From an optimization exercise on the open Yosys and OpenROAD flow, aimed at small area; shortcuts taken in it are not production practice.
At most, simulation tests tie the RTL to the original design; equivalence was not proved.
Only the layout flow was run in runs 1 and 3; the RTL was not checked for function there.
Power figures rest on the tool's default switching activity, not on a simulated workload.

==> flow/design.v <==
module ad57xx_ctrl (
    input  wire        clk,
    input  wire        rst,            
    input  wire        cfg_dual,       
    input  wire        cfg_readback,   
    input  wire        req_valid,
    output wire        req_ready,
    input  wire [3:0]  req_op,
    input  wire [1:0]  req_kind,
    input  wire [2:0]  req_sel,
    input  wire [2:0]  req_tag,
    input  wire [15:0] req_val,
    input  wire [2:0]  req_ch,
    input  wire        req_on,
    input  wire [15:0] req_value,
    input  wire [3:0]  req_cfg,
    input  wire [2:0]  req_range,
    input  wire [15:0] req_raw,
    output wire        rsp_valid,
    output wire [1:0]  rsp_result,
    output wire [2:0]  rsp_tag,
    output wire [23:0] rsp_data,
    output wire [7:0]  rsp_terr,
    output wire        tx_valid,
    output wire        tx_xfer,
    output wire [23:0] tx_frame,
    input  wire        tx_done,
    input  wire        tx_err,
    input  wire [7:0]  tx_ecode,
    input  wire [23:0] tx_rx
);
    localparam [3:0] S_IDLE = 4'b0000;   
    localparam [3:0] S_TXR  = 4'b0001;   
    localparam [3:0] S_TXX  = 4'b0011;   
    localparam [3:0] S_TXW  = 4'b0010;   
    localparam [3:0] S_ROK  = 4'b1000;   
    localparam [3:0] S_RINV = 4'b1001;   
    localparam [3:0] S_RERR = 4'b1010;   
    localparam [3:0] S_RENC = 4'b1100;   
    localparam [3:0] S_RDEC = 4'b1110;   
    reg [3:0]  state;
    reg        pw;           
    reg        on_q;         
    reg        released;
    reg [3:0]  cfg_shadow;
    reg [15:0] pwr_shadow;   
    reg        pwr_set;      
    reg [1:0]  dk;
    reg [2:0]  ds;
    reg [15:0] dp;
    function legal_ch;
        input       dual;
        input [2:0] a;
        begin
            if (dual)
                legal_ch = (a == 3'd0) || (a == 3'd2) || (a == 3'd4);
            else
                legal_ch = (a <= 3'd4);
        end
    endfunction
    function [3:0] pumask;
        input       dual;
        input [2:0] a;
        begin
            if (a == 3'd4)
                pumask = dual ? 4'h5 : 4'hF;
            else
                pumask = 4'h1 << a;
        end
    endfunction
    function cmd_ok;
        input       dual;
        input [1:0] kind;
        input [2:0] sel;
        begin
            case (kind)
                2'd0, 2'd1: cmd_ok = legal_ch(dual, sel);
                2'd2:       cmd_ok = 1'b1;
                default:    cmd_ok = !sel[1];
            endcase
        end
    endfunction
    wire idle    = (state == S_IDLE);
    wire st_txr  = (state == S_TXR);
    wire xchg    = (state == S_TXX);
    wire st_txw  = (state == S_TXW);
    wire in_tx   = !state[3] && (state[1:0] != 2'b00);
    wire rsp_st  = state[3];
    wire st_renc = (state == S_RENC);
    wire st_rdec = (state == S_RDEC);
    assign req_ready = idle;
    wire accept = req_valid && idle;
    wire [3:0] op = req_op;
    wire op_enc  = (op == 4'h0);
    wire op_wr   = (op == 4'h1);
    wire op_rd   = (op == 4'h2);
    wire op_pwr  = (op == 4'h3);
    wire op_dac  = (op == 4'h4);
    wire op_scfg = (op == 4'h5);
    wire op_gcfg = (op == 4'h6);
    wire op_rng  = (op == 4'h7);
    wire op_clr  = (op == 4'h8) || (op == 4'h9);
    wire op_dstr = (op == 4'hA);
    wire op_dec  = (op == 4'hB);
    wire uses_ch = op_pwr || op_dac || op_rng;
    wire fixed_cfg = op_scfg || op_gcfg;
    wire rb = cfg_readback;
    reg [1:0] n_dk;
    reg [2:0] n_ds;
    always @* begin
        n_dk = req_kind;
        n_ds = req_sel;
        if (uses_ch) begin
            n_dk = {op_pwr, op_rng};
            n_ds = req_ch;
        end
        if (fixed_cfg) begin
            n_dk = 2'd3;
            n_ds = 3'd1;
        end
        if (op_clr) begin
            n_dk = 2'd3;
            n_ds = {2'b10, op[0]};
        end
    end
    wire ch_ok  = legal_ch(cfg_dual, req_ch);
    wire cmd_v  = cmd_ok(cfg_dual, req_kind, req_sel);
    wire k_cfg  = (req_kind == 2'd3) && (req_sel == 3'd1);    
    reg  tag_v;
    always @* begin
        case (req_kind)
            2'd0: tag_v = (req_tag == 3'd1);
            2'd1: tag_v = (req_tag == 3'd2) && (req_val[15:3] == 13'd0) && !(req_val[2] && req_val[1]);
            2'd2: tag_v = (req_tag == 3'd3);
            default: tag_v = k_cfg ? ((req_tag == 3'd4) && (req_val[15:4] == 12'd0))
                                   : (req_tag == 3'd0);
        endcase
    end
    wire dec_err_in = (req_kind == 2'd3) && !k_cfg;
    wire invalid = ((op_enc || op_wr) && !(cmd_v && tag_v)) ||
                   ((op_rd || op_dec) && !cmd_v) ||
                   (uses_ch && !ch_ok) ||
                   (op_rng && req_range[2] && req_range[1]);
    reg [3:0] n_state;
    always @* begin
        n_state = S_TXW;
        if (op_enc) n_state = S_RENC;
        if (op_rd || (rb && (op_pwr || op_gcfg))) n_state = S_TXR;
        if (op_gcfg && !rb) n_state = S_RDEC;
        if (op_dstr) n_state = S_ROK;
        if (op_dec) n_state = dec_err_in ? S_RERR : S_RDEC;
        if (invalid) n_state = S_RINV;
        if (released || op[3:2] == 2'b11) n_state = S_IDLE;
    end
    wire dk_cfg  = (dk == 2'd3) && (ds == 3'd1);
    wire rq_hi   = !req_kind[0];
    wire rq_3    = !req_kind[0] || k_cfg;
    wire rq_lo   = (req_kind != 2'd3) || k_cfg;
    wire dq_hi   = !dk[0];
    wire dq_3    = !dk[0] || dk_cfg;
    wire dq_lo   = (dk != 2'd3) || dk_cfg;
    wire s_val  = idle && (op_enc || op_wr);
    wire s_vdc  = idle && op_dac;
    wire s_raw  = idle && op_dec;
    wire s_pwr  = idle && op_pwr && !rb;
    wire s_rx   = xchg && tx_done && !pw;
    wire s_rxp  = xchg && tx_done && pw;
    wire [2:0] m_ch = idle ? req_ch : ds;
    wire       m_on = idle ? req_on : on_q;
    wire [3:0] m    = pumask(cfg_dual, m_ch);
    wire       m_en = s_pwr || s_rxp;
    wire       pset = s_pwr && pwr_set;
    wire fill = (s_raw && req_kind == 2'd1 && req_raw[2] && req_raw[1]) ||
                (s_rx  && dk == 2'd1 && tx_rx[2] && tx_rx[1]);
    wire dp_hold = !(idle || (xchg && tx_done));
    wire [15:0] k_val = {{12{s_val && rq_hi}}, s_val && rq_3, {3{s_val && rq_lo}}};
    wire [15:0] k_raw = {{12{s_raw && rq_hi}}, s_raw && rq_3, {3{s_raw && rq_lo}}};
    wire [15:0] k_rx  = {{12{s_rx && dq_hi}},  s_rx && dq_3,  {3{s_rx && dq_lo}}} |
                        {{12{s_rxp}}, {4{s_rxp}} & ~m};
    wire [15:0] k_pwr = {{12{pset}}, {4{pset}} & ~m};
    wire [15:0] n_dp = (k_val & req_val) |
                       ({16{s_vdc}} & req_value) |
                       (k_raw & req_raw) |
                       (k_pwr & pwr_shadow) |
                       (k_rx  & tx_rx[15:0]) |
                       ({12'd0, {4{idle && op_scfg}} & req_cfg}) |
                       ({12'd0, {4{idle && op_gcfg && !rb}} & cfg_shadow}) |
                       ({13'd0, {3{idle && op_rng}} & req_range}) |
                       ({12'd0, {4{m_en && m_on}} & m}) |
                       {16{fill}} |
                       ({16{dp_hold}} & dp);
    wire [2:0] addr = (dk == 2'd2) ? 3'd0 : ds;
    assign tx_valid = in_tx;
    assign tx_xfer  = xchg;
    assign tx_frame = {st_txr, 2'b00, dk | {2{xchg}}, addr & {3{!xchg}}, dp};
    wire tx_fail = tx_done && tx_err;
    assign rsp_valid  = rsp_st || tx_fail || (tx_done && st_txw);
    assign rsp_result = {(state == S_RERR) || tx_fail, (state == S_RINV) || tx_fail};
    assign rsp_tag    = st_rdec ? {1'b0, dk} + 3'd1 : 3'd0;
    assign rsp_data   = {3'b000, {5{st_renc}} & {dk, addr}, {16{st_renc || st_rdec}} & dp};
    assign rsp_terr   = {8{tx_fail}} & tx_ecode;
    always @(posedge clk) begin
        dp <= n_dp;
        if (idle) begin
            dk   <= n_dk;
            ds   <= n_ds;
            pw   <= op_pwr;
            on_q <= req_on;
        end
        if (rst) begin
            state      <= S_IDLE;
            released   <= 1'b0;
            cfg_shadow <= 4'b0100;
            pwr_set    <= 1'b0;
        end else begin
            if (accept) begin
                state <= n_state;
                if (op_dstr)
                    released <= 1'b1;
            end
            if (st_txr && tx_done)
                state <= tx_err ? S_IDLE : S_TXX;
            if (xchg && tx_done)
                state <= tx_err ? S_IDLE : pw ? S_TXW :
                         (dk == 2'd3 && !dk_cfg) ? S_RERR : S_RDEC;
            if (st_txw && tx_done) begin
                if (!tx_err) begin
                    if (dk_cfg)
                        cfg_shadow <= dp[3:0];
                    if (dk == 2'd2) begin
                        pwr_shadow <= dp;
                        pwr_set    <= 1'b1;
                    end
                end
                state <= S_IDLE;
            end
            if (rsp_st)
                state <= S_IDLE;
        end
    end
endmodule
==> flow/flow/run.sh <==
#!/bin/bash
# The standard ORFS layout (standard.sh), with these changes:
#  - synthesis maps the logic with ABC's &nf area mapper (flow/synth.tcl,
#    flow/area.abc); the registers are the standard synthesis's;
#  - the port buffers are single-drive buffers (sky130_fd_sc_hd__buf_1);
#  - clock tree synthesis inserts no dummy loads.
# make's output goes to standard_flow.log; ORFS keeps each step's log under orfs/logs.
set -euo pipefail
here=$(pwd)
export FLOW_WORK=$here
export FLOW_ABC_SCRIPT=$here/flow/area.abc
bash standard.sh SYNTH_SCRIPT=$here/flow/synth.tcl \
  BUFFER_PORTS_ARGS="-buffer_cell sky130_fd_sc_hd__buf_1" \
  CTS_ARGS="-sink_clustering_enable -repair_clock_nets -dont_use_dummy_load" \
  finish > standard_flow.log 2>&1
==> flow/flow/area.abc <==
strash
&get -n
&st
&dch -f
&nf -R 1000
&put
==> flow/flow/synth.tcl <==
# The standard flow's synthesis (synth_recipe.tcl) with one change: Yosys's abc pass runs
# the area script flow/area.abc (ABC's &nf mapper) instead of ORFS's.
proc abc {args} {
  set i [lsearch -exact $args -script]
  if { $i >= 0 } {
    lset args [expr { $i + 1 }] $::env(FLOW_ABC_SCRIPT)
  }
  yosys abc {*}$args
}
source $::env(FLOW_WORK)/synth_recipe.tcl
==> flow/standard.sh <==
#!/bin/bash
# synth_recipe.tcl (not shown) runs the flow's synth.tcl, then flattens the netlist and writes it again
# the make line also repeats each setting of config.mk as NAME=value (left out here)
make -C /OpenROAD-flow-scripts/flow DESIGN_CONFIG=/design/flow/config.mk WORK_HOME=/design/flow/orfs CLKGATE_MAP_FILE= SYNTH_SCRIPT=/design/flow/synth_recipe.tcl "${@:-finish}"
==> flow/config.mk <==
export PLATFORM = sky130hd
export DESIGN_NAME = ad57xx_ctrl
export DESIGN_NICKNAME = ad57xx_ctrl
export VERILOG_FILES = /design/flow/design.v
export SDC_FILE = /design/flow/constraint.sdc
export NUM_CORES = 4
export LEC_CHECK = 0
export ABC_AREA = 1
export CAP_MARGIN = 20
export CORE_MARGIN = 2
export CORE_UTILIZATION = 45
export GPL_TIMING_DRIVEN = 0
export PLACE_DENSITY = 0.65
export SLEW_MARGIN = 20
==> flow/constraint.sdc <==
create_clock -name core_clock -period 6.0 [get_ports {clk}]
set_input_delay 1.2000 -clock core_clock [delete_from_list [all_inputs] [get_ports {clk}]]
set_output_delay 1.2000 -clock core_clock [all_outputs]
set_load 0.01 [all_outputs]
==> notes.md, run 1 <==
Pwr Total 833.7 uW; Routed Antenna Nets 0; Power Internal 544.6 uW; Die ar. 7459 um^2; GPL Wtd Cong 0.9760; multi-input logic area 1799 um^2; Synth top cells by count 48 x nor2_1, 36 x nand2_1, 30 x a21oi_1, 27 x dfxtp_1, 22 x edfxtp_1; worst-skew pair later-pin latency 0.30 ns; Post-DP HPWL 8212 um; Final Max Slew Viols 0; CTS Hold Buffers Added 0; Slowest-stage cell, CP or4_1; Clock Sink Count 49; worst-path cell chain buf_1 -> or4_1 -> nor4_1 -> nand4b_1 -> a21oi_1 -> o221ai_1 -> a21oi_1 -> nor4_1 -> nor3_1 -> a31oi_1 -> nor2_1 -> a21oi_1 -> a21oi_1 -> nor2_1; Max Cap Viol 0; reg2reg end dp[3]$_DFF_P_; final hold vios 0; Pre-antenna DRT Iters 5; final worst slack 2.313 ns; Reg power frac 49.9%; pwr dens 213.7 nW/um^2; Max Fclk 271.2 MHz; total track usage 27.11%; max incr delay on CP 0.54 ns; final std cells w/o fill 625; die width 86.37 um; Max-Slew Margin vs Limit 28.30%; global-route wire length before repair 15820 um; crit-path max FO 4; Worst-path clk slew 0.08 ns; DR WL/cell 16.79 um; CTS Root Cell clkbuf_8; WHS Endpoint on_q$_DFF_P_; most numerous cell in the Yosys netlist nor2_1; sequential fraction of the synthesis area 39.34%; FF-to-FF path depth 10; status finished clean; Startpoint Class input port; largest net degree at the start of global routing 18; post-synth top area cell edfxtp_1; via count 3645; Clock Power Share 21.4%; RSZ-0062 raised after global routing no; vias in the first global route 3063; pre-CTS setup slack 2.049 ns; layout cells sized above 1 3.853%; Top Family by Delay on Critical Path simple AND/OR/NAND/NOR gates; clk buf depth 2; Hold Path Class reg2reg; Pleak 1.446 nW; grt peak-use layer met2; M2 GR Usage 43.64%; Post-synth top flop dfxtp_1; final worst-path cycle share 61.45%; GR met3 Demand/Resource 5.333%; 1st-iter DRT viols 236; flop2flop setup slack 2.80 ns; Syn Inst Count 371; Final #Nets 660; number of CTS-inserted buffers 5; Combinational Power Share 28.8%; Max rail drop VDD 0.1118 mV; #FFs+latches synth 49; CORE AREA 6681 um^2; Req. time, crit path 6.19 ns; global route overflow 0; top post-synthesis cells by area edfxtp_1 22%, dfxtp_1 18%, nor2_1 5.9%; Synth top area share 21.64%; setup TNS 0 ns; Layout Utilization 58.39%; Max H-tree Level 2; Synth async-reset ratio 0%; hold_sp on_q$_DFF_P_; Synth Warn # 1; r2r startpoint state[1]$_SDFFE_PP0P_; num rows 30; clk_skew 0.02090 ns; Die Ht 86.37 um; # diodes 0; minimum clock period 3.687 ns; number of synthesized flops with an enable pin 22; number of buffers and inverters on the critical path 1; Critical Path AT 3.87 ns; crit-path most repeated cell a21oi_1; DRC violations left 0; antenna violations before repair 0; final wirelength 10490 um; CTS tree done; I/O pin cnt 175; distinct cell type count after synthesis 44; CP endpoint kind register; sequential cell area 1201 um^2; mapped cell area 3053 um^2; hold depth 2; post-cts resize count 0; met1 Resource Use GR 37.85%; Buffers on Ports 161; Layout area overhead 27.79%; switching pwr 289.2 uW; transition time of the tightest slew-check pin 1.075 ns; Initial Util 45.69%; placed insts 620; Sw Ratio 34.68%; Layout fillers 656; post-CTS setup repair buffer count 0; final setup fails 0; crit path kind in2reg; Vias/cell 5.832; Avg Cell Area, Syn 8.229 um^2
[cells in the final DEF, fill, tap and decap left out, types with 5 or more instances in the layout]
cell,Yosys,layout
buf_1,0,161
a22oi_1,15,15
conb_1,1,5
o21ai_0,13,12
edfxtp_1,22,22
nand2_1,36,36
nor2_1,48,46
or2_0,7,7
nor2b_1,6,6
nand3_1,16,16
nand2b_1,8,8
clkinv_1,13,13
buf_4,6,9
dfxtp_1,27,27
and3_1,13,13
a31oi_1,5,5
nand4_1,15,15
a22o_1,10,10
clkbuf_8,0,5
nor3_1,13,11
a21oi_1,30,29
mux2i_1,5,5
and2_0,17,17
[power by group through the flow]
stage | logic (mW) | clock network (mW) | registers [mW]
global route | 0.267 | 0.196 | 0.421
floorplan | 0.138 | 0 | 0.419
detailed placement | 0.236 | 0 | 0.423
CTS | 0.237 | 0.182 | 0.415
finish | 0.240 | 0.178 | 0.416
global placement | 0.232 | 0 | 0.421
[logic make-up (layout without fill, tap and decap cells)]
kind of cell / Yosys count / in the layout / share of synthesized area, %
AO/OA/AOI/OAI: 102 / 102 / 22.95
multiplexers: 5 / 5 / 1.639
buffers and inverters: 19 / 189 / 3.074
other: 1 / 5 / 0.1228
adder cells (fa/ha/maj): 3 / 3 / 1.230
AND/OR/NAND/NOR: 192 / 192 / 31.64
flip-flops: 49 / 49 / 39.34
[tightest hold or removal path: cells and delay by family (launching register included)]
kind / cells / cell delay (ns)
multiplexers: 1 / 0.06
buffers and inverters: 1 / 0.05
flip-flops: 1 / 0.31
[sequential cells by signal (all words and copies together), names as in the netlist]
signal	cells
on_q	1
dk	2
ds	3
pwr_shadow	16
cfg_shadow	4
pwr_set	1
pw	1
state	4
released	1
dp	16
[worst max path at each step]
stage / from / endpoint / slack (ns) / cells past startpoint
3_5_place_dp: req_val[5] / state[0]$_SDFFE_PP0P_ / 2.05 / 14
2_1_floorplan: req_val[5] / state[0]$_SDFFE_PP0P_ / 2.67 / 13
5_1_grt: req_val[5] / state[0]$_SDFFE_PP0P_ / 2.06 / 14
3_3_place_gp: tx_done / pwr_shadow[5]$_DFFE_PP_ / 1.54 / 3
6_report: req_val[5] / state[0]$_SDFFE_PP0P_ / 2.31 / 14
4_1_cts: req_val[5] / state[0]$_SDFFE_PP0P_ / 2.36 / 14
[through the flow]
stage,area (um^2),hold slack [ns]
after global placement,3772,0.4275
after detailed placement,3830,0.4257
after CTS,3899,0.4452
after global routing,3901,0.4700
after floorplan,3068,0.4128
final,3901,0.4462
[final cells by class]
cell class	count	share of cell area, %
Buffer	6	1.155
Clock buffer	5	1.764
Inverter	13	1.251
Multi-Input combinational cell	307	46.12
Sequential cell	49	30.79
Tap cell	80	2.566
Timing Repair Buffer	165	16.36
[per-layer routing]
metal / part of all wire (%) / vias up
li1: - / 1749
met1: 43 / 1692
met2: 48 / 194
met3: 8.0 / 10
met4: 0.60 / 0
met5: 0 / -
==> run 2, diff against run 1 <==
--- a/flow/design.v
+++ b/flow/design.v
@@ -163,8 +163,8 @@
     wire s_vdc  = idle && op_dac;
     wire s_raw  = idle && op_dec;
     wire s_pwr  = idle && op_pwr && !rb;
-    wire s_rx   = xchg && tx_done && !pw;
-    wire s_rxp  = xchg && tx_done && pw;
+    wire s_rx   = xchg && !pw;
+    wire s_rxp  = xchg && pw;
     wire [2:0] m_ch = idle ? req_ch : ds;
     wire       m_on = idle ? req_on : on_q;
     wire [3:0] m    = pumask(cfg_dual, m_ch);
@@ -172,7 +172,6 @@
     wire       pset = s_pwr && pwr_set;
     wire fill = (s_raw && req_kind == 2'd1 && req_raw[2] && req_raw[1]) ||
                 (s_rx  && dk == 2'd1 && tx_rx[2] && tx_rx[1]);
-    wire dp_hold = !(idle || (xchg && tx_done));
     wire [15:0] k_val = {{12{s_val && rq_hi}}, s_val && rq_3, {3{s_val && rq_lo}}};
     wire [15:0] k_raw = {{12{s_raw && rq_hi}}, s_raw && rq_3, {3{s_raw && rq_lo}}};
     wire [15:0] k_rx  = {{12{s_rx && dq_hi}},  s_rx && dq_3,  {3{s_rx && dq_lo}}} |
@@ -187,8 +186,7 @@
                        ({12'd0, {4{idle && op_gcfg && !rb}} & cfg_shadow}) |
                        ({13'd0, {3{idle && op_rng}} & req_range}) |
                        ({12'd0, {4{m_en && m_on}} & m}) |
-                       {16{fill}} |
-                       ({16{dp_hold}} & dp);
+                       {16{fill}};
     wire [2:0] addr = (dk == 2'd2) ? 3'd0 : ds;
     assign tx_valid = in_tx;
     assign tx_xfer  = xchg;
@@ -200,7 +198,8 @@
     assign rsp_data   = {3'b000, {5{st_renc}} & {dk, addr}, {16{st_renc || st_rdec}} & dp};
     assign rsp_terr   = {8{tx_fail}} & tx_ecode;
     always @(posedge clk) begin
-        dp <= n_dp;
+        if (idle || (xchg && tx_done))
+            dp <= n_dp;
         if (idle) begin
             dk   <= n_dk;
             ds   <= n_ds;
==> flow/flow/run.sh (replaced) <==
#!/bin/bash
# The standard ORFS layout (standard.sh), with two changes:
#  - synthesis maps the logic with ABC's &nf area mapper (flow/synth.tcl,
#    flow/area.abc); the registers are the standard synthesis's;
#  - the port buffers are single-drive buffers (sky130_fd_sc_hd__buf_1).
# make's output goes to standard_flow.log; ORFS keeps each step's log under orfs/logs.
set -euo pipefail
here=$(pwd)
export FLOW_WORK=$here
export FLOW_ABC_SCRIPT=$here/flow/area.abc
bash standard.sh SYNTH_SCRIPT=$here/flow/synth.tcl \
  BUFFER_PORTS_ARGS="-buffer_cell sky130_fd_sc_hd__buf_1" finish > standard_flow.log 2>&1
--- a/flow/config.mk
+++ b/flow/config.mk
@@ -8,7 +8,6 @@
 export ABC_AREA = 1
 export CAP_MARGIN = 20
 export CORE_MARGIN = 2
-export CORE_UTILIZATION = 45
-export GPL_TIMING_DRIVEN = 0
-export PLACE_DENSITY = 0.65
+export CORE_UTILIZATION = 40
+export PLACE_DENSITY = 0.6
 export SLEW_MARGIN = 20
==> run 2 against run 1 <==
  * Still clean
  * Design area up 1.9%
  * Die area up 14%
  * Synthesized area up 1.9%
  * Combinational power about the same
  * Hold slack better by 0.033 ns
  * Global-route usage down 3.6 points
  * Critical path type is now in2out
  * Critical endpoint is now rsp_valid
==> notes.md, run 2 <==
final hold vios 0 (unchanged); Synth top area share 36.67% (+15 points); setup TNS 0 ns (unchanged); Synth Area in XOR/XNOR 0% (unchanged); adder-cell share of the synthesized area 1.206% (-0.023 points); transition time of the tightest slew-check pin 1.104 ns (+0.02860 ns); crit-path max FO 12 (+8); largest family of logic cells by synthesized area simple AND/OR/NAND/NOR gates; CP endpoint kind output port; most frequent cells in the layout 161 x buf_1, 51 x nand2_1, 45 x nor2_1; clk_skew 0.008436 ns (-0.01247 ns); layout cells sized above 1 2.814% (-1.0 points); number of synthesized flops with an enable pin 38 (+73%); hold_sp dp[4]$_DFFE_PP_; Post-synth top flop edfxtp_1; clk buf depth 2 (unchanged); worst-path cell chain buf_1 -> nand2_1 -> nor2_1 -> nor2_1 -> nand2_1 -> buf_1; Max Cap Viol 0 (unchanged); most numerous cell in the Yosys netlist nand2_1; RSZ-0062 raised after global routing no; Slowest-stage cell, CP buf_1; Synth async-reset ratio 0% (unchanged); r2r startpoint state[1]$_SDFFE_PP0P_; Buffers on Ports 161 (unchanged); placed cell area 3862 um^2 (+0.85%); multiplexer share of the synthesized area 1.930% (+0.29 points); Die Ht 92.20 um (+6.8%); via count 3501 (-4.0%); final wirelength 10320 um (-1.7%); total track usage 23.52% (-3.6 points); fin area 3976 um^2 (+1.9%); Max Fclk 297.8 MHz (+9.8%); post-synth top area cell edfxtp_1; die width 92.20 um (+6.8%); Max H-tree Level 2 (unchanged); DR WL/cell 16.25 um (-3.2%); Critical Path AT 2.16 ns (-1.71 ns); Routed Antenna Nets 0 (unchanged); Pre-antenna DRT Iters 9 (+4); Req. time, crit path 4.80 ns (-1.39 ns); Clock Sink Count 49 (unchanged); largest net degree at the start of global routing 19 (+1); commonest non-fill, non-tap cell in the layout buf_1; post-CTS setup repair buffer count 0 (unchanged); Initial Util 40.69% (-5.0 points); Vias/cell 5.513 (-5.5%); CORE AREA 7647 um^2 (+14%); Startpoint Class input port; Compound-Gate Fraction of Synth Area 18.17% (-4.8 points); worst-skew pair later-pin latency 0.30 ns (about the same); final worst-path cycle share 55.96% (-5.5 points); top post-synthesis cells by area edfxtp_1 37%, dfxtp_1 7.1%, nand2_1 6.2%; Worst setup startpoint tx_done; Top Registers dp: 16 flops, pwr_shadow: 16 flops; Layout area overhead 27.78% (about the same); Synth Area in Simple Gates 32.17% (+0.53 points); Hold Path Class reg2reg; Post-DP HPWL 8231 um (+0.23%); number of CTS-inserted buffers 5 (unchanged); Synth top cells by count 51 x nand2_1, 46 x nor2_1, 38 x edfxtp_1, 21 x nand3_1, 19 x and2_0; Die ar. 8501 um^2 (+14%); global-route wire length before repair 15700 um (-0.78%); Avg Cell Area, Syn 8.620 um^2 (+4.7%); pwr dens 238.7 nW/um^2 (+12%); CTS Hold Buffers Added 0 (unchanged); Final Max Slew Viols 0 (unchanged); sequential fraction of the synthesis area 43.75% (+4.4 points); max incr delay on CP 0.32 ns (-0.22 ns); minimum clock period 3.358 ns (-0.3292 ns); distinct cell type count after synthesis 39 (-11%); Max-Slew Margin vs Limit 26.24% (-2.1 points); 1st-iter DRT viols 343 (+45%); crit path kind in2out; CTS Root Cell clkbuf_8; #FFs+latches synth 49 (unchanged); final setup fails 0 (unchanged); global route overflow 0 (unchanged); I/O pin cnt 175 (unchanged); CTS tree done; GPL Wtd Cong 0.8732 (-11%); Layout Utilization 52.00% (-6.4 points); Synth Warn # 1 (unchanged); Syn Inst Count 361 (-2.7%); # diodes 0 (unchanged); antenna violations before repair 0 (unchanged); Max rail drop VDD 0.1044 mV (-6.6%); Worst-path clk slew 0.09 ns (about the same); post-cts resize count 0 (unchanged); status finished clean; Final #Nets 645 (-2.3%); DRC violations left 0 (unchanged); Pleak 1.455 nW (+0.62%); vias in the first global route 3148 (+2.8%); mapped cell area 3112 um^2 (+1.9%); num rows 32 (+6.7%)
[run 2: cell types whose count changed in the layout (fill, tap and decap cells not counted), moves of 4 or more]
cell	change
edfxtp_1	+16
nand3_1	+5
o21ai_0	+4
or2_0	-5
a22o_1	-10
nand4_1	-8
a21oi_1	-12
nand2_1	+15
buf_4	-4
a22oi_1	-4
dfxtp_1	-16
a222oi_1	+12
[run 2: stage by stage]
step	cells	worst slack (ns)	hold WS (ns)	total power, mW
after floorplan	365	2.900	0.4163	0.6054
after global placement	627	2.670	0.4520	0.7114
after detailed placement	627	2.645	0.4560	0.7155
after CTS	635	2.572	0.4837	0.9478
after global routing	635	2.197	0.5058	0.9951
final	635	2.642	0.4795	0.9492
[run 2: logic make-up (layout without fill, tap and decap cells)]
kind of cell | Yosys count | after routing
compound gates | 81 | 81
fa+ha+maj | 3 | 3
buf+inv | 16 | 184
flops | 49 | 49
mux | 6 | 6
other cells | 1 | 5
simple gates | 205 | 205
[run 2: where the power goes]
group | internal (mW) | switching (mW) | leakage (nW)
combinational | 0.0814 | 0.159 | 0.923
sequential | 0.430 | 0.0403 | 0.476
clock | 0.125 | 0.113 | 0.0554
[run 2: worst max-delay path, delay by kind of cell]
kind / cells / cell delay, ns
and+or+nand+nor: 4 / 0.50
buffers and inverters: 2 / 0.46
[run 2: layout make-up]
type,count,area (um^2)
Clock inverter,2,38.79
Inverter,10,37.54
Fill cell,758,3671
Clock buffer,6,72.57
Sequential cell,49,1361
Tap cell,102,127.6
Multi-Input combinational cell,300,1697
Timing Repair Buffer,166,641.9
[run 2: worst paths after layout]
path,slack [ns],depth (start not counted),to
worst min register to register,0.48,0,pwr_shadow[4]$_DFFE_PP_
worst max-delay path,2.64,6,rsp_valid
worst min-delay path,0.48,0,pwr_shadow[4]$_DFFE_PP_
worst max register to register,2.66,10,dp[3]$_DFFE_PP_
[run 2: layer usage]
layer / routed length (um) / up-vias / global-route usage, %
met5: 0 / - / 0
met4: 152 / 0 / 6.095
met3: 800 / 15 / 4.766
met2: 4631 / 174 / 36.52
met1: 4731 / 1605 / 33.61
li1: - / 1707 / -
==> run 3, diff against run 2 <==
--- a/flow/design.v
+++ b/flow/design.v
@@ -153,18 +153,17 @@
         if (released || op[3:2] == 2'b11) n_state = S_IDLE;
     end
     wire dk_cfg  = (dk == 2'd3) && (ds == 3'd1);
+    wire rv_all  = !((req_kind == 2'd3) && !k_cfg);
     wire rq_hi   = !req_kind[0];
-    wire rq_3    = !req_kind[0] || k_cfg;
-    wire rq_lo   = (req_kind != 2'd3) || k_cfg;
+    wire rq_3    = (req_kind != 2'd1);
     wire dq_hi   = !dk[0];
-    wire dq_3    = !dk[0] || dk_cfg;
-    wire dq_lo   = (dk != 2'd3) || dk_cfg;
+    wire dq_3    = (dk != 2'd1);
     wire s_val  = idle && (op_enc || op_wr);
     wire s_vdc  = idle && op_dac;
     wire s_raw  = idle && op_dec;
     wire s_pwr  = idle && op_pwr && !rb;
-    wire s_rx   = xchg && !pw;
-    wire s_rxp  = xchg && pw;
+    wire s_rx   = xchg && tx_done && !pw;
+    wire s_rxp  = xchg && tx_done && pw;
     wire [2:0] m_ch = idle ? req_ch : ds;
     wire       m_on = idle ? req_on : on_q;
     wire [3:0] m    = pumask(cfg_dual, m_ch);
@@ -172,9 +171,10 @@
     wire       pset = s_pwr && pwr_set;
     wire fill = (s_raw && req_kind == 2'd1 && req_raw[2] && req_raw[1]) ||
                 (s_rx  && dk == 2'd1 && tx_rx[2] && tx_rx[1]);
-    wire [15:0] k_val = {{12{s_val && rq_hi}}, s_val && rq_3, {3{s_val && rq_lo}}};
-    wire [15:0] k_raw = {{12{s_raw && rq_hi}}, s_raw && rq_3, {3{s_raw && rq_lo}}};
-    wire [15:0] k_rx  = {{12{s_rx && dq_hi}},  s_rx && dq_3,  {3{s_rx && dq_lo}}} |
+    wire dp_hold = !(idle || (xchg && tx_done));
+    wire [15:0] k_val = {16{s_val && rv_all}};
+    wire [15:0] k_raw = {{12{s_raw && rq_hi}}, s_raw && rq_3, {3{s_raw}}};
+    wire [15:0] k_rx  = {{12{s_rx && dq_hi}},  s_rx && dq_3,  {3{s_rx}}} |
                         {{12{s_rxp}}, {4{s_rxp}} & ~m};
     wire [15:0] k_pwr = {{12{pset}}, {4{pset}} & ~m};
     wire [15:0] n_dp = (k_val & req_val) |
@@ -186,7 +186,8 @@
                        ({12'd0, {4{idle && op_gcfg && !rb}} & cfg_shadow}) |
                        ({13'd0, {3{idle && op_rng}} & req_range}) |
                        ({12'd0, {4{m_en && m_on}} & m}) |
-                       {16{fill}};
+                       {16{fill}} |
+                       ({16{dp_hold}} & dp);
     wire [2:0] addr = (dk == 2'd2) ? 3'd0 : ds;
     assign tx_valid = in_tx;
     assign tx_xfer  = xchg;
@@ -194,12 +195,11 @@
     wire tx_fail = tx_done && tx_err;
     assign rsp_valid  = rsp_st || tx_fail || (tx_done && st_txw);
     assign rsp_result = {(state == S_RERR) || tx_fail, (state == S_RINV) || tx_fail};
-    assign rsp_tag    = st_rdec ? {1'b0, dk} + 3'd1 : 3'd0;
+    assign rsp_tag    = {3{st_rdec}} & {dk[1] & dk[0], dk[1] ^ dk[0], !dk[0]};
     assign rsp_data   = {3'b000, {5{st_renc}} & {dk, addr}, {16{st_renc || st_rdec}} & dp};
     assign rsp_terr   = {8{tx_fail}} & tx_ecode;
     always @(posedge clk) begin
-        if (idle || (xchg && tx_done))
-            dp <= n_dp;
+        dp <= n_dp;
         if (idle) begin
             dk   <= n_dk;
             ds   <= n_ds;
==> flow/flow/run.sh (replaced) <==
#!/bin/bash
# The standard ORFS layout (standard.sh), with these changes:
#  - synthesis maps the logic with ABC's &nf area mapper, run twice (flow/synth.tcl,
#    flow/area.abc); the registers are the standard synthesis's;
#  - the port buffers are single-drive buffers (sky130_fd_sc_hd__buf_1);
#  - clock tree synthesis inserts no dummy loads.
# make's output goes to standard_flow.log; ORFS keeps each step's log under orfs/logs.
set -euo pipefail
here=$(pwd)
export FLOW_WORK=$here
export FLOW_ABC_SCRIPT=$here/flow/area.abc
bash standard.sh SYNTH_SCRIPT=$here/flow/synth.tcl \
  BUFFER_PORTS_ARGS="-buffer_cell sky130_fd_sc_hd__buf_1" \
  CTS_ARGS="-sink_clustering_enable -repair_clock_nets -dont_use_dummy_load" \
  finish > standard_flow.log 2>&1
==> flow/flow/area.abc (replaced) <==
strash
&get -n
&st
&dch -f
&nf -R 1000
&put
strash
&get -n
&dch -f
&nf -R 1000
&put
==> flow/flow/synth.tcl (replaced) <==
# The standard flow's synthesis (synth_recipe.tcl) with one change: Yosys's abc pass runs
# the area script flow/area.abc (ABC's &nf mapper, run twice) instead of ORFS's.
proc abc {args} {
  set i [lsearch -exact $args -script]
  if { $i >= 0 } {
    lset args [expr { $i + 1 }] $::env(FLOW_ABC_SCRIPT)
  }
  yosys abc {*}$args
}
source $::env(FLOW_WORK)/synth_recipe.tcl
--- a/flow/config.mk
+++ b/flow/config.mk
@@ -6,8 +6,10 @@
 export NUM_CORES = 4
 export LEC_CHECK = 0
 export ABC_AREA = 1
-export CAP_MARGIN = 20
+export CAP_MARGIN = 10
 export CORE_MARGIN = 2
-export CORE_UTILIZATION = 40
-export PLACE_DENSITY = 0.6
-export SLEW_MARGIN = 20
+export CORE_UTILIZATION = 45
+export CTS_CLUSTER_SIZE = 25
+export GPL_TIMING_DRIVEN = 0
+export PLACE_DENSITY = 0.65
+export SLEW_MARGIN = 10
==> run 3 against run 2 <==
  * Synthesized area decreased by 6.2%
  * Worst setup slack lost 0.27 ns
  * Sequential power shrank 5.7%
  * First-iteration DRC count is 5.0% higher
  * Non-clock buffer count increased by 3
  * Critical path depth up 7
  * Count of clock-buffer cells in the layout down 1
  * Highest routed layer unchanged
==> notes.md, run 3 <==
final hold vios 0 (unchanged); post-synth top area cell edfxtp_1; number of synthesized flops with an enable pin 22 (-42%); Synth top cells by count 43 x nor2_1, 28 x nand2_1, 27 x a222oi_1, 27 x dfxtp_1, 26 x nand3_1; final std cells w/o fill 585 (-7.9%); Synth Warn # 1 (unchanged); Clock Sink Count 49 (unchanged); worst-path cell chain buf_1 -> or4_1 -> nor2_1 -> nand3_1 -> a2111oi_0 -> nor2_1 -> nor4_1 -> o21ai_0 -> nor3_1 -> nand3b_1 -> nand2_1 -> a22oi_1 -> nor2_1; Top Registers dp: 16 flops, pwr_shadow: 16 flops; crit-path most repeated cell nor2_1; Hold Path Class reg2reg; mapped cell area 2920 um^2 (-6.2%); Startpoint Class input port; Power Internal 573.0 uW (-10%); CORE AREA 6314 um^2 (-17%); DR WL/cell 17.45 um (+7.4%); Routed Antenna Nets 0 (unchanged); Max-Slew Margin vs Limit 11.83% (-14 points); CTS tree done; Max Fclk 275.8 MHz (-7.4%); Max H-tree Level 2 (unchanged); Req. time, crit path 6.23 ns (+1.43 ns); placed cell area 3665 um^2 (-5.1%); via count 3446 (-1.6%); Critical Path AT 3.86 ns (+1.70 ns); max incr delay on CP 0.54 ns (+0.22 ns); Die Ht 84.56 um (-8.3%); top post-synthesis cells by area edfxtp_1 23%, dfxtp_1 19%, a222oi_1 9.3%; final setup fails 0 (unchanged); Syn Inst Count 336 (-6.9%); WHS 0.4574 ns (-0.02214 ns); Final #Nets 623 (-3.4%); clk_skew 0.02005 ns (+0.01162 ns); pwr dens 241.7 nW/um^2 (+1.2%); # diodes 0 (unchanged); clk buf depth 2 (unchanged); num rows 29 (-9.4%); pre-CTS setup slack 2.121 ns (-0.5240 ns); most numerous cell in the Yosys netlist nor2_1; DRC violations left 0 (unchanged); worst-skew pair later-pin latency 0.31 ns (about the same); final wirelength 10210 um (-1.1%); worst setup path endpoint state[1]$_SDFFE_PP0P_; flop2flop setup slack 2.73 ns (+0.07 ns); reg2reg end dp[1]$_DFF_P_; Layout area overhead 27.93%; Worst-path clk slew 0.07 ns (-0.02 ns); minimum clock period 3.626 ns (+0.2686 ns); r2r startpoint state[1]$_SDFFE_PP0P_; final worst-path cycle share 60.44% (+4.5 points); Worst setup startpoint req_val[12]; total track usage 27.77% (+4.3 points); Layout Utilization 59.18% (+7.2 points); sequential fraction of the synthesis area 41.13% (-2.6 points); Reg power frac 49.0% (-0.5 points); global route overflow 0 (unchanged); CTS Root Cell clkbuf_8; final worst slack 2.374 ns (-0.2686 ns); layout cells sized above 1 3.150% (+0.34 points); Pleak 1.376 nW (-5.5%); Initial Util 46.25% (+5.6 points); Die ar. 7150 um^2 (-16%); Combinational Power Share 31.1% (+5.7 points); antenna violations before repair 0 (unchanged); distinct cell type count after synthesis 40 (+2.6%); Post-synth top flop dfxtp_1; transition time of the tightest slew-check pin 1.318 ns (+0.2142 ns); fin area 3736 um^2 (-6.0%); Buffers on Ports 161 (unchanged); placed insts 580 (-7.5%); Post-DP HPWL 7773 um (-5.6%); global-route wire length before repair 15620 um (-0.48%); CTS Hold Buffers Added 0 (unchanged); I/O pin cnt 175 (unchanged); FF-to-FF path depth 9 (-1); Max rail drop VDD 0.1324 mV (+27%); CP endpoint kind register; GPL Wtd Cong 0.9046 (+3.6%); crit path kind in2reg; post-CTS setup repair buffer count 0 (unchanged); Synth top area share 22.62% (-14 points); number of CTS-inserted buffers 5 (unchanged); Vias/cell 5.891 (+6.8%); crit-path max FO 3 (-9); Layout fillers 626 (-17%); post-cts resize count 0 (unchanged); largest net degree at the start of global routing 18 (-1); Sw Ratio 36.54% (+3.6 points); Slowest-stage cell, CP or4_1; 1st-iter DRT viols 360 (+5.0%); vias in the first global route 3066 (-2.6%); most frequent cells in the layout 161 x buf_1, 42 x nor2_1, 28 x nand2_1; RSZ-0062 raised after global routing no; die width 84.56 um (-8.3%); status finished clean; switching pwr 329.9 uW (+5.5%); Final Max Slew Viols 0 (unchanged); Pwr Total 902.9 uW (-4.9%); setup TNS 0 ns (unchanged); Clock Power Share 19.9% (-5.2 points); #FFs+latches synth 49 (unchanged); commonest non-fill, non-tap cell in the layout buf_1; Max Cap Viol 0 (unchanged); Pre-antenna DRT Iters 8 (-1); Avg Cell Area, Syn 8.691 um^2 (+0.83%); Synth async-reset ratio 0% (unchanged)
[run 3: cell types whose count changed in the layout (fill, tap and decap cells not counted), moves of 4 or more]
cell      change
edfxtp_1     -16
nor4_1        -4
nand4_1       -5
nor3_1        -4
a222oi_1     +11
nand2_1      -23
dfxtp_1      +16
nand3_1       +5
nor2b_1       -6
[run 3: layout make-up]
cell class	count	area, um^2	share of cell area [%]
buffer	6	45.04	1.206
clock buffer	5	68.82	1.842
inverter	10	37.54	1.005
multi-input combinational	275	1664	44.54
sequential	49	1201	32.15
tap	77	96.34	2.579
timing repair buffer	163	623.1	16.68
[run 3: worst max-delay path: cells and delay by family]
family                 cells  cell delay, ns
AOI/OAI and AO/OA          3            0.74
buffers and inverters      1            0.09
and+or+nand+nor            9            1.83
[run 3: cell families (layout without fill, tap and decap cells)]
kind of cell / count (synthesis) / count (layout) / synth area share (%)
AND/OR/NAND/NOR: 171 / 171 / 29.18
AO/OA/AOI/OAI: 89 / 89 / 23.05
flip-flops: 49 / 49 / 41.13
buffers and inverters: 16 / 184 / 2.828
multiplexers: 7 / 7 / 2.399
adder cells (fa/ha/maj): 3 / 3 / 1.285
other: 1 / 5 / 0.1284
[run 3: worst min-delay path by stage]
| stage | endpoint | slack (ns) | from | cells after the start |
|---|---|---|---|---|
| after global routing | pwr_set$_SDFFE_PP0P_ | 0.47 | pwr_set$_SDFFE_PP0P_ | 1 |
| after CTS | pwr_set$_SDFFE_PP0P_ | 0.45 | pwr_set$_SDFFE_PP0P_ | 1 |
| after global placement | pwr_set$_SDFFE_PP0P_ | 0.43 | pwr_set$_SDFFE_PP0P_ | 1 |
| after floorplan | pwr_set$_SDFFE_PP0P_ | 0.42 | pwr_set$_SDFFE_PP0P_ | 1 |
| final | pwr_set$_SDFFE_PP0P_ | 0.46 | pwr_set$_SDFFE_PP0P_ | 1 |
| after detailed placement | pwr_set$_SDFFE_PP0P_ | 0.44 | pwr_set$_SDFFE_PP0P_ | 1 |
[run 3: per-layer routing]
layer / part of all wire [%] / track usage (%)
met1: 40 / 36.13
met2: 47 / 46.24
met3: 10 / 5.605
met4: 2.0 / 9.380
met5: 0 / 0
[run 3: power by group through the flow]
stage | logic (mW) | registers, mW | clock network, mW
global route | 0.313 | 0.449 | 0.197
floorplan | 0.163 | 0.442 | 0
CTS | 0.278 | 0.441 | 0.181
detailed placement | 0.276 | 0.449 | 0
finish | 0.281 | 0.443 | 0.180
global placement | 0.273 | 0.447 | 0
==> run 4, diff against run 3 <==
--- a/flow/design.v
+++ b/flow/design.v
@@ -154,10 +154,6 @@
     end
     wire dk_cfg  = (dk == 2'd3) && (ds == 3'd1);
     wire rv_all  = !((req_kind == 2'd3) && !k_cfg);
-    wire rq_hi   = !req_kind[0];
-    wire rq_3    = (req_kind != 2'd1);
-    wire dq_hi   = !dk[0];
-    wire dq_3    = (dk != 2'd1);
     wire s_val  = idle && (op_enc || op_wr);
     wire s_vdc  = idle && op_dac;
     wire s_raw  = idle && op_dec;
@@ -169,12 +165,10 @@
     wire [3:0] m    = pumask(cfg_dual, m_ch);
     wire       m_en = s_pwr || s_rxp;
     wire       pset = s_pwr && pwr_set;
-    wire fill = (s_raw && req_kind == 2'd1 && req_raw[2] && req_raw[1]) ||
-                (s_rx  && dk == 2'd1 && tx_rx[2] && tx_rx[1]);
     wire dp_hold = !(idle || (xchg && tx_done));
     wire [15:0] k_val = {16{s_val && rv_all}};
-    wire [15:0] k_raw = {{12{s_raw && rq_hi}}, s_raw && rq_3, {3{s_raw}}};
-    wire [15:0] k_rx  = {{12{s_rx && dq_hi}},  s_rx && dq_3,  {3{s_rx}}} |
+    wire [15:0] k_raw = {16{s_raw}};
+    wire [15:0] k_rx  = {16{s_rx}} |
                         {{12{s_rxp}}, {4{s_rxp}} & ~m};
     wire [15:0] k_pwr = {{12{pset}}, {4{pset}} & ~m};
     wire [15:0] n_dp = (k_val & req_val) |
@@ -186,7 +180,6 @@
                        ({12'd0, {4{idle && op_gcfg && !rb}} & cfg_shadow}) |
                        ({13'd0, {3{idle && op_rng}} & req_range}) |
                        ({12'd0, {4{m_en && m_on}} & m}) |
-                       {16{fill}} |
                        ({16{dp_hold}} & dp);
     wire [2:0] addr = (dk == 2'd2) ? 3'd0 : ds;
     assign tx_valid = in_tx;
@@ -196,7 +189,15 @@
     assign rsp_valid  = rsp_st || tx_fail || (tx_done && st_txw);
     assign rsp_result = {(state == S_RERR) || tx_fail, (state == S_RINV) || tx_fail};
     assign rsp_tag    = {3{st_rdec}} & {dk[1] & dk[0], dk[1] ^ dk[0], !dk[0]};
-    assign rsp_data   = {3'b000, {5{st_renc}} & {dk, addr}, {16{st_renc || st_rdec}} & dp};
+    wire rd_fill = st_rdec && (dk == 2'd1) && dp[2] && dp[1];
+    wire rd_hi   = st_renc || (st_rdec && !dk[0]);
+    wire rd_3    = st_renc || (st_rdec && (dk != 2'd1));
+    wire rd_lo   = st_renc || st_rdec;
+    assign rsp_data   = {3'b000, {5{st_renc}} & {dk, addr},
+                         ({12{rd_hi}} & dp[15:4]) | {12{rd_fill}},
+                         (rd_3 & dp[3]) | rd_fill,
+                         {2{rd_lo}} & dp[2:1],
+                         (rd_lo & dp[0]) | rd_fill};
     assign rsp_terr   = {8{tx_fail}} & tx_ecode;
     always @(posedge clk) begin
         dp <= n_dp;
==> flow/flow/run.sh (replaced) <==
#!/bin/bash
# The standard ORFS layout (standard.sh), with these changes:
#  - synthesis optimises the logic with ABC's &deepsyn and maps it with the
#    &nf area mapper, run twice (flow/synth.tcl, flow/area.abc); the
#    registers are the standard synthesis's;
#  - the port buffers are single-drive buffers (sky130_fd_sc_hd__buf_1);
#  - clock tree synthesis clusters up to 25 sinks per leaf buffer and
#    inserts no dummy loads.
# make's output goes to standard_flow.log; ORFS keeps each step's log under orfs/logs.
set -euo pipefail
here=$(pwd)
export FLOW_WORK=$here
export FLOW_ABC_SCRIPT=$here/flow/area.abc
bash standard.sh SYNTH_SCRIPT=$here/flow/synth.tcl \
  BUFFER_PORTS_ARGS="-buffer_cell sky130_fd_sc_hd__buf_1" \
  CTS_ARGS="-sink_clustering_enable -sink_clustering_size 25 -repair_clock_nets -dont_use_dummy_load" \
  finish > standard_flow.log 2>&1
==> flow/flow/area.abc (replaced) <==
strash
&get -n
&deepsyn -J 300 -T 900
&put
&get -n
&st
&dch -f
&nf -R 1000
&put
strash
&get -n
&st
&dch -f
&nf -R 1000
&put
==> flow/flow/synth.tcl (replaced) <==
# The standard flow's synthesis (synth_recipe.tcl) with one change: Yosys's abc pass runs
# the area script flow/area.abc (ABC's &deepsyn, then the &nf mapper run twice)
# instead of ORFS's.
proc abc {args} {
  set i [lsearch -exact $args -script]
  if { $i >= 0 } {
    lset args [expr { $i + 1 }] $::env(FLOW_ABC_SCRIPT)
  }
  yosys abc {*}$args
}
source $::env(FLOW_WORK)/synth_recipe.tcl
--- a/flow/config.mk
+++ b/flow/config.mk
@@ -9,7 +9,6 @@
 export CAP_MARGIN = 10
 export CORE_MARGIN = 2
 export CORE_UTILIZATION = 45
-export CTS_CLUSTER_SIZE = 25
 export GPL_TIMING_DRIVEN = 0
 export PLACE_DENSITY = 0.65
 export SLEW_MARGIN = 10
==> run 4 against run 3 <==
  * Still clean
  * Die area fell by 2.3%
  * Global-route usage fell by 1.1 points
  * Routed wire length fell by 4.9%
  * Clock skew rose by 0.0084 ns
  * Combinational power fell by about 10%
  * Sequential cell count did not move
  * Clock power fell by 2%
  * Power fell by 4.2%
  * Critical path type unchanged
  * Critical endpoint is now dp[2]$_DFF_P_
==> notes.md, run 4 <==
Layout area overhead 27.61%; met1 Resource Use GR 36.02% (-0.11 points); total track usage 26.66% (-1.1 points); most frequent cells in the layout 161 x buf_1, 42 x nand2_1, 38 x nor2_1; Top Registers dp: 16 flops, pwr_shadow: 16 flops; setup TNS 0 ns (unchanged); number of buffers and inverters on the critical path 1 (unchanged); RSZ-0062 raised after global routing no; placed insts 565 (-2.6%); M2 GR Usage 43.42% (-2.8 points); Hold Path Class reg2reg; CTS Root Cell clkbuf_8; global-route wire length before repair 15100 um (-3.3%); final worst-path cycle share 69.96% (+9.5 points); mapped cell area 2850 um^2 (-2.4%); Synth top cells by count 42 x nand2_1, 40 x nor2_1, 27 x dfxtp_1, 26 x a222oi_1, 22 x edfxtp_1; Syn Inst Count 325 (-3.3%); Max H-tree Level 2 (unchanged); Startpoint Class input port; num rows 28 (-3.4%); Routed Antenna Nets 0 (unchanged); number of synthesized flops with an enable pin 22 (unchanged); Clock Sink Count 49 (unchanged); number of CTS-inserted buffers 5 (unchanged); post-cts resize count 0 (unchanged); grt peak-use layer met2; top post-synthesis cells by area edfxtp_1 23%, dfxtp_1 19%, a222oi_1 9.1%; most numerous cell in the Yosys netlist nand2_1; Max rail drop VDD 0.09832 mV (-26%); Pre-antenna DRT Iters 6 (-2); final hold vios 0 (unchanged); Synth async-reset ratio 0% (unchanged); Post-DP HPWL 7430 um (-4.4%); largest net degree at the start of global routing 21 (+3); max incr delay on CP 0.99 ns (+0.45 ns); post-CTS setup repair buffer count 0 (unchanged); clk buf depth 2 (unchanged); Die ar. 6986 um^2 (-2.3%); Final Max Slew Viols 0 (unchanged); Post-synth top flop dfxtp_1; GR met3 Demand/Resource 5.737% (+0.13 points); Synth top area share 23.18% (+0.56 points); Final #Nets 610 (-2.1%); CTS Hold Buffers Added 0 (unchanged); vias in the first global route 3106 (+1.3%); fin area 3637 um^2 (-2.6%); transition time of the tightest slew-check pin 1.271 ns (-0.04658 ns); Buffers on Ports 161 (unchanged); Initial Util 47.30% (+1.0 points); Top Family by Delay on Critical Path simple AND/OR/NAND/NOR gates; CORE AREA 6026 um^2 (-4.6%); via count 3323 (-3.6%); Slowest-stage cell, CP and2_0; Pwr Total 864.6 uW (-4.2%); crit-path most repeated cell nand2_1; Req. time, crit path 6.17 ns (-0.06 ns); DRC violations left 0 (unchanged); Max Fclk 238.2 MHz (-14%); Pleak 1.425 nW (+3.5%); Synth Warn # 1 (unchanged); layout cells sized above 1 2.626% (-0.52 points); worst-skew pair later-pin latency 0.30 ns (about the same); DR WL/cell 17.02 um (-2.4%); Avg Cell Area, Syn 8.770 um^2 (+0.90%); Max Cap Viol 0 (unchanged); FF-to-FF path depth 9 (unchanged); Critical Path AT 4.36 ns (+0.50 ns); WP depth 9 (-4); GPL Wtd Cong 0.9446 (+4.4%); worst-path cell chain buf_1 -> and2_0 -> nor2_1 -> a222oi_1 -> nand2_1 -> a221oi_1 -> o21ai_0 -> a21oi_1 -> nand2_1; CP endpoint kind register; crit path kind in2reg; Die Ht 83.59 um (-1.1%); die width 83.59 um (-1.1%); Vias/cell 5.830 (-1.0%); hold depth 2 (+1); Worst-path clk slew 0.08 ns (about the same); crit-path max FO 20 (+17); clk_skew 0.02844 ns (+0.008392 ns); final setup fails 0 (unchanged); final wirelength 9703 um (-4.9%); # diodes 0 (unchanged); 1st-iter DRT viols 298 (-17%); placed cell area 3566 um^2 (-2.7%); final std cells w/o fill 570 (-2.6%); CTS tree done; status finished clean; distinct cell type count after synthesis 44 (+10%); Max-Slew Margin vs Limit 14.95% (+3.1 points); post-synth top area cell edfxtp_1; #FFs+latches synth 49 (unchanged); sequential fraction of the synthesis area 42.14% (+1.0 points); commonest non-fill, non-tap cell in the layout buf_1; global route overflow 0 (unchanged); I/O pin cnt 175 (unchanged); pwr dens 237.7 nW/um^2 (-1.6%); antenna violations before repair 0 (unchanged); minimum clock period 4.198 ns (+0.5713 ns)
## run 4: final cells by class
cell class | instances | area, um^2
Timing Repair Buffer | 161 | 604.3
Clock buffer | 5 | 68.82
Buffer | 6 | 45.04
Inverter | 11 | 41.29
Sequential cell | 49 | 1201
Tap cell | 75 | 93.84
Fill cell | 593 | 2389
Multi-Input combinational cell | 263 | 1583
## run 4: power breakdown
part / switching (mW) / leakage, nW / internal (mW)
sequential: 0.0450 / 0.426 / 0.391
combinational: 0.159 / 0.963 / 0.0927
clock: 0.101 / 0.0359 / 0.0755
total: 0.305 / 1.42 / 0.560
## run 4: cell families (layout without fill, tap and decap cells)
kind of cell	after synthesis	count (layout)	share of synthesized area, %
flops	49	49	42.14
buf+inv	17	183	3.029
xor+xnor	2	2	0.6147
simple gates	147	147	24.63
mux	3	3	1.054
other cells	1	5	0.1316
compound gates	103	103	27.09
fa+ha+maj	3	3	1.317
## run 4: worst paths after layout
check                                              start              to  slack (ns)
worst max register to register     state[1]$_SDFFE_PP0P_   dp[2]$_DFF_P_        1.95
worst min register to register  pwr_shadow[15]$_DFFE_PP_  dp[15]$_DFF_P_        0.48
worst max-delay path                             tx_done   dp[2]$_DFF_P_        1.80
worst min-delay path            pwr_shadow[15]$_DFFE_PP_  dp[15]$_DFF_P_        0.48
## run 4: worst register-to-register path, cell delays in order (launching register included)
cell and delay (ns):
dfxtp_1 0.61, nor3b_1 0.47, and2_0 0.99, nor2_1 0.62
a222oi_1 0.57, nand2_1 0.10, a221oi_1 0.21, o21ai_0 0.12
a21oi_1 0.14, nand2_1 0.07
## run 4: through the flow
step | util (%) | setup WS, ns | hold WS [ns]
2_1_floorplan | - | 2.884 | 0.4300
3_3_place_gp | 59.14 | 1.594 | 0.4468
3_5_place_dp | 59.18 | 1.569 | 0.4608
4_1_cts | 60.32 | 1.863 | 0.4780
5_1_grt | 60.36 | 1.397 | 0.4918
6_report | 60.36 | 1.802 | 0.4783
## run 4: metal layers
layer / part of all wire (%) / wire length (um) / up-vias
li1: - / - / 1598
met1: 43 / 4155 / 1545
met2: 47 / 4571 / 174
met3: 9.2 / 896 / 6
met4: 0.82 / 80 / 0
met5: 0 / 0 / -
==> run 5, diff against run 4 <==
==> flow/flow/run.sh (replaced) <==
#!/bin/bash
# The standard ORFS layout (standard.sh), with these changes:
#  - synthesis optimises the logic with ABC's &deepsyn and maps it with the
#    &nf area mapper, run twice (flow/synth.tcl, flow/area.abc); the
#    registers are the standard synthesis's;
#  - the port buffers, and the buffers synthesis puts on pass-through and
#    constant outputs, are single-drive buffers (sky130_fd_sc_hd__buf_1);
#  - clock tree synthesis inserts no dummy loads.
# make's output goes to standard_flow.log; ORFS keeps each step's log under orfs/logs.
set -euo pipefail
here=$(pwd)
export FLOW_WORK=$here
export FLOW_ABC_SCRIPT=$here/flow/area.abc
bash standard.sh SYNTH_SCRIPT=$here/flow/synth.tcl \
  MIN_BUF_CELL_AND_PORTS="sky130_fd_sc_hd__buf_1 A X" \
  BUFFER_PORTS_ARGS="-buffer_cell sky130_fd_sc_hd__buf_1" \
  CTS_ARGS="-sink_clustering_enable -repair_clock_nets -dont_use_dummy_load" \
  finish > standard_flow.log 2>&1
==> run 5 against run 4 <==
  * Die area fell by 0.75%
  * Still clean on timing, DRC and antenna
  * Clock skew fell by 0.0012 ns
  * Sequential cell count did not move
  * Largest power group unchanged
  * Clock power barely moved
  * Utilization barely moved
  * Fmax rose by 12%
  * Synthesized cell count did not move
==> notes.md, run 5 <==
Post-synth top flop dfxtp_1; largest net degree at the start of global routing 21 (unchanged); worst-skew pair later-pin latency 0.31 ns (about the same); CTS Root Cell clkbuf_8; total track usage 26.91% (+0.25 points); Combinational Power Share 28.8% (-0.4 points); Hold Path Class reg2reg; Post-DP HPWL 7439 um (+0.13%); Synth top area share 23.36% (+0.18 points); sequential fraction of the synthesis area 42.48% (+0.34 points); distinct cell type count after synthesis 44 (unchanged); Die ar. 6934 um^2 (-0.75%); top post-synthesis cells by area edfxtp_1 23%, dfxtp_1 19%, a222oi_1 9.2%; final std cells w/o fill 571 (+0.18%); Max H-tree Level 2 (unchanged); Avg Cell Area, Syn 8.701 um^2 (-0.79%); Max Fclk 267.3 MHz (+12%); global-route wire length before repair 15030 um (-0.50%); Buffers on Ports 161 (unchanged); Sw Ratio 34.95% (-0.34 points); GPL Wtd Cong 0.9125 (-3.4%); Initial Util 47.20% (-0.099 points); die width 83.27 um (-0.38%); switching pwr 299.5 uW (-1.8%); transition time of the tightest slew-check pin 1.218 ns (-0.05327 ns); most numerous cell in the Yosys netlist nand2_1; minimum clock period 3.741 ns (-0.4568 ns); # diodes 0 (unchanged); CTS Hold Buffers Added 0 (unchanged); final worst-path cycle share 62.35% (-7.6 points); Routed Antenna Nets 0 (unchanged); Pre-antenna DRT Iters 6 (unchanged); number of CTS-inserted buffers 5 (unchanged); hold depth 2 (unchanged); placed insts 565 (unchanged); 1st-iter DRT viols 255 (-14%); number of synthesized flops with an enable pin 22 (unchanged); Req. time, crit path 6.21 ns (+0.04 ns); Startpoint Class input port; most frequent cells in the layout 167 x buf_1, 42 x nand2_1, 39 x nor2_1; commonest non-fill, non-tap cell in the layout buf_1; Clock Sink Count 49 (unchanged); #FFs+latches synth 49 (unchanged); Critical Path AT 3.95 ns (-0.41 ns); Worst-path clk slew 0.09 ns (about the same); crit-path max FO 20 (unchanged); post-CTS setup repair buffer count 0 (unchanged); via count 3315 (-0.24%); DR WL/cell 16.81 um (-1.3%); vias in the first global route 3094 (-0.39%); Synth async-reset ratio 0% (unchanged); hold_sp cfg_shadow[2]$_SDFFE_PP1P_; Top Registers dp: 16 flops, pwr_shadow: 16 flops; Die Ht 83.27 um (-0.38%); Vias/cell 5.806 (-0.42%); final setup fails 0 (unchanged); antenna violations before repair 0 (unchanged); post-cts resize count 0 (unchanged); Max Cap Viol 0 (unchanged); Layout fillers 563 (-5.1%); CP endpoint kind register; flop2flop setup slack 2.31 ns (+0.36 ns); Layout area overhead 27.92%; Syn Inst Count 325 (unchanged); final wirelength 9596 um (-1.1%); I/O pin cnt 175 (unchanged); RSZ-0062 raised after global routing no; Max rail drop VDD 0.1130 mV (+15%); setup TNS 0 ns (unchanged); Power Internal 557.4 uW (-0.37%); r2r startpoint state[1]$_SDFFE_PP0P_; mapped cell area 2828 um^2 (-0.79%); Final Max Slew Viols 0 (unchanged); clk_skew 0.02720 ns (-0.001247 ns); layout cells sized above 1 1.411% (-1.2 points); pwr dens 236.9 nW/um^2 (-0.34%); post-synth top area cell edfxtp_1; Synth Warn # 1 (unchanged); WHS Endpoint cfg_shadow[2]$_SDFFE_PP1P_; CTS tree done; status finished clean; Pleak 1.405 nW (-1.4%); crit path kind in2reg; CORE AREA 5991 um^2 (-0.58%); DRC violations left 0 (unchanged); reg2reg end dp[2]$_DFF_P_; Reg power frac 50.6% (about the same); Final #Nets 611 (+0.16%); global route overflow 0 (unchanged); Clock Power Share 20.6% (+0.2 points); clk buf depth 2 (unchanged); num rows 28 (unchanged); final hold vios 0 (unchanged); WHS 0.4714 ns (-0.006972 ns); FF-to-FF path depth 9 (unchanged); Synth top cells by count 42 x nand2_1, 40 x nor2_1, 27 x dfxtp_1, 26 x a222oi_1, 22 x edfxtp_1; Max-Slew Margin vs Limit 18.51% (+3.6 points)
-- run 5: changes by cell type in the layout (fill, tap and decap cells not counted) --
cell / delta
buf_1: +6
buf_4: -6
nor2_1: +1
nor2_2: -1
and2_1: +1
and2_0: -1
clkbuf_2: +1
-- run 5: worst max-delay path by stage --
stage	from	endpoint	slack, ns	depth (start not counted)
3_5_place_dp	tx_done	dp[2]$_DFF_P_	1.54	9
2_1_floorplan	tx_done	dp[2]$_DFF_P_	2.88	8
5_1_grt	state[1]$_SDFFE_PP0P_	dp[2]$_DFF_P_	2.01	9
4_1_cts	tx_done	dp[2]$_DFF_P_	1.86	9
3_3_place_gp	tx_done	dp[2]$_DFF_P_	1.60	9
6_report	tx_done	dp[2]$_DFF_P_	2.26	9
-- run 5: power by group through the flow --
stage	Sequential (mW)	Combinational (mW)	Clock (mW)
after floorplan	0.436	0.143	0
after global placement	0.439	0.243	0
after detailed placement	0.441	0.246	0
after CTS	0.433	0.247	0.179
after global routing	0.440	0.275	0.193
final	0.434	0.247	0.176
-- run 5: worst max-delay path: stages --
cell and delay, ns:
buf_1 0.30, and2_1 0.79, nor2_1 0.52, a222oi_1 0.45, nand2_1 0.09, a221oi_1 0.24
o21ai_0 0.13, a21oi_1 0.14, nand2_1 0.07
-- run 5: logic make-up after synthesis --
group,count (synthesis),share of synthesized area [%]
multiplexers,3,1.062
buffers and inverters,17,2.257
AO/OA/AOI/OAI,103,27.30
XOR/XNOR,2,0.6196
adder cells (fa/ha/maj),3,1.328
AND/OR/NAND/NOR,147,24.82
other,1,0.1326
flip-flops,49,42.48
-- run 5: metrics by stage --
step                area [um^2]  setup WS [ns]  total power [mW]  util, %
finish                     3617          2.259            0.8569    60.38
global route               3617          2.005            0.9081    60.38
CTS                        3612          1.855            0.8586    60.30
detailed placement         3543          1.536            0.6871    59.15
global placement           3541          1.605            0.6822    59.11
floorplan                  2843          2.884            0.5794        -
-- run 5: area by class of cell --
class	instances	area, um^2	share of cell area [%]
Buffer	6	22.52	0.6226
Clock buffer	5	68.82	1.902
Inverter	11	41.29	1.141
Multi-Input combinational cell	263	1580	43.69
Sequential cell	49	1201	33.21
Tap cell	75	93.84	2.594
Timing Repair Buffer	162	609.3	16.85
-- run 5: metal layers --
layer	wire length [um]	share of wire, %	GRT usage, %	vias up
met4	129	1.3	8.793	0
met1	3930	41	33.96	1502
li1	-	-	-	1601
met5	0	0	0	-
met3	945	9.8	6.362	12
met2	4591	48	45.31	200
==> run 6, diff against run 5 <==
==> flow/run.sh (new file) <==
#!/bin/bash
# synth_recipe.tcl (not shown) runs the flow's synth.tcl, then flattens the netlist and writes it again
# the make line also repeats each setting of config.mk as NAME=value (left out here)
make -C /OpenROAD-flow-scripts/flow DESIGN_CONFIG=/design/flow/config.mk WORK_HOME=/design/flow/orfs CLKGATE_MAP_FILE= SYNTH_SCRIPT=/design/flow/synth_recipe.tcl finish
removed: flow/flow/run.sh
removed: flow/flow/area.abc
removed: flow/flow/synth.tcl
removed: flow/standard.sh
==> run 6 against run 5 <==
  * Still clean
  * Synthesized cell count up 52%
  * Worst setup slack worse by 0.32 ns
  * Register-to-register slack better by 1.6 ns
  * Design area up 45%
  * Sequential cell count unchanged
  * Clock skew down 0.019 ns
  * Fmax down 8.0%
  * Clock power up 32%
  * Critical endpoint is now rsp_valid
==> notes.md, run 6 <==
global route overflow 0 (unchanged); Max rail drop VDD 0.1148 mV (+1.6%); Buffers on Ports 161 (unchanged); Initial Util 46.54% (-0.66 points); post-synth top area cell edfxtp_1; num rows 31 (+11%); placed cell area 5144 um^2 (+45%); crit path kind in2out; placed insts 758 (+34%); number of CTS-inserted buffers 5 (unchanged); distinct cell type count after synthesis 39 (-11%); global-route wire length before repair 19260 um (+28%); Top Family by Delay on Critical Path buffers and inverters; 1st-iter DRT viols 288 (+13%); minimum clock period 4.065 ns (+0.3240 ns); Combinational Power Share 45.7% (+17 points); status finished clean; Die Ht 90.61 um (+8.8%); most frequent cells in the layout 161 x clkdlybuf4s50_1, 109 x nand2_1, 83 x inv_1; clk buf depth 2 (unchanged); CP endpoint kind output port; Die ar. 8210 um^2 (+18%); FF-to-FF path depth 8 (-1); flop2flop setup slack 3.89 ns (+1.58 ns); Reg power frac 36.2% (-14 points); antenna violations before repair 0 (unchanged); Pre-antenna DRT Iters 5 (-1); total track usage 28.95% (+2.0 points); Post-synth top flop dfxtp_1; Synth top area share 19.57% (-3.8 points); Avg Cell Area, Syn 6.847 um^2 (-21%); # diodes 0 (unchanged); fin area 5259 um^2 (+45%); switching pwr 489.4 uW (+63%); CTS Hold Buffers Added 0 (unchanged); CTS Root Cell clkbuf_8; Top Registers dp: 16 flops, pwr_shadow: 16 flops; Max Cap Viol 0 (unchanged); Synth top cells by count 109 x nand2_1, 83 x inv_1, 64 x nor2_1, 31 x o21ai_0, 27 x dfxtp_1; Max-Slew Margin vs Limit 59.41% (+41 points); Clock Sink Count 49 (unchanged); Vias/cell 5.347 (-7.9%); layout cells sized above 1 7.796% (+6.4 points); sequential fraction of the synthesis area 35.58% (-6.9 points); Pleak 2.192 nW (+56%); final std cells w/o fill 766 (+34%); top post-synthesis cells by area edfxtp_1 20%, dfxtp_1 16%, nand2_1 12%; Post-DP HPWL 9893 um (+33%); DR WL/cell 15.81 um (-5.9%)
run 6: cell count changes after synthesis, moves of 10 or more:
cell | previous run | this run
nand3_1 | 10 | 21
and3_1 | 11 | 0
o2111ai_1 | 0 | 10
a21o_1 | 13 | 0
and2_0 | 10 | 0
nand2_1 | 42 | 109
a222oi_1 | 26 | 0
o21ai_0 | 15 | 31
clkinv_1 | 11 | 1
nor2_1 | 40 | 64
inv_1 | 0 | 83
run 6: area by class of cell:
| cell class | instances | area, um^2 | area share [%] |
|---|---|---|---|
| Clock inverter | 1 | 7.507 | 0.1428 |
| Inverter | 92 | 345.3 | 6.567 |
| Buffer | 16 | 113.9 | 2.165 |
| Clock buffer | 7 | 107.6 | 2.046 |
| Timing Repair Buffer | 162 | 1627 | 30.93 |
| Tap cell | 99 | 123.9 | 2.355 |
| Sequential cell | 49 | 1201 | 22.84 |
| Multi-Input combinational cell | 340 | 1733 | 32.95 |
run 6: cells by family after synthesis:
family	synth area share [%]
DFF	35.58
and+or+nand+nor	31.25
buffers and inverters	13.60
AOI/OAI and AO/OA	18.35
other	0.1111
adders and majority gates	1.112
run 6: metal layers:
metal	GRT usage (%)	up-vias	part of all wire [%]
met2	48.69	230	47
met5	0	-	0
met3	7.012	27	9.6
met4	7.564	0	2.1
met1	37.20	1875	41
li1	-	1964	-
run 6: power by group through the flow:
stage / Sequential (mW) / Clock (mW) / Combinational, mW
3_5_place_dp: 0.471 / 0 / 0.577
5_1_grt: 0.470 / 0.248 / 0.636
3_3_place_gp: 0.466 / 0 / 0.560
4_1_cts: 0.463 / 0.233 / 0.581
6_report: 0.465 / 0.233 / 0.587
2_1_floorplan: 0.472 / 0 / 0.305
run 6: how the worst min path moves through the flow:
stage               slack, ns  cells after the start                  endpoint             startpoint
floorplan                0.44                      2     released$_SDFFE_PP0P_  released$_SDFFE_PP0P_
global placement         0.44                      0  pwr_shadow[15]$_DFFE_PP_         dp[15]$_DFF_P_
detailed placement       0.44                      0  pwr_shadow[11]$_DFFE_PP_         dp[11]$_DFF_P_
CTS                      0.47                      0  pwr_shadow[14]$_DFFE_PP_         dp[14]$_DFF_P_
global route             0.47                      0   pwr_shadow[0]$_DFFE_PP_          dp[0]$_DFF_P_
finish                   0.47                      0  pwr_shadow[11]$_DFFE_PP_         dp[11]$_DFF_P_
run 6: stage by stage:
| step | power, mW | hold WS [ns] | util [%] |
|---|---|---|---|
| 2_1_floorplan | 0.7767 | 0.4375 | - |
| 3_3_place_gp | 1.026 | 0.4364 | 70.67 |
| 3_5_place_dp | 1.047 | 0.4412 | 70.92 |
| 4_1_cts | 1.277 | 0.4656 | 72.50 |
| 5_1_grt | 1.355 | 0.4743 | 72.50 |
| 6_report | 1.285 | 0.4669 | 72.50 |
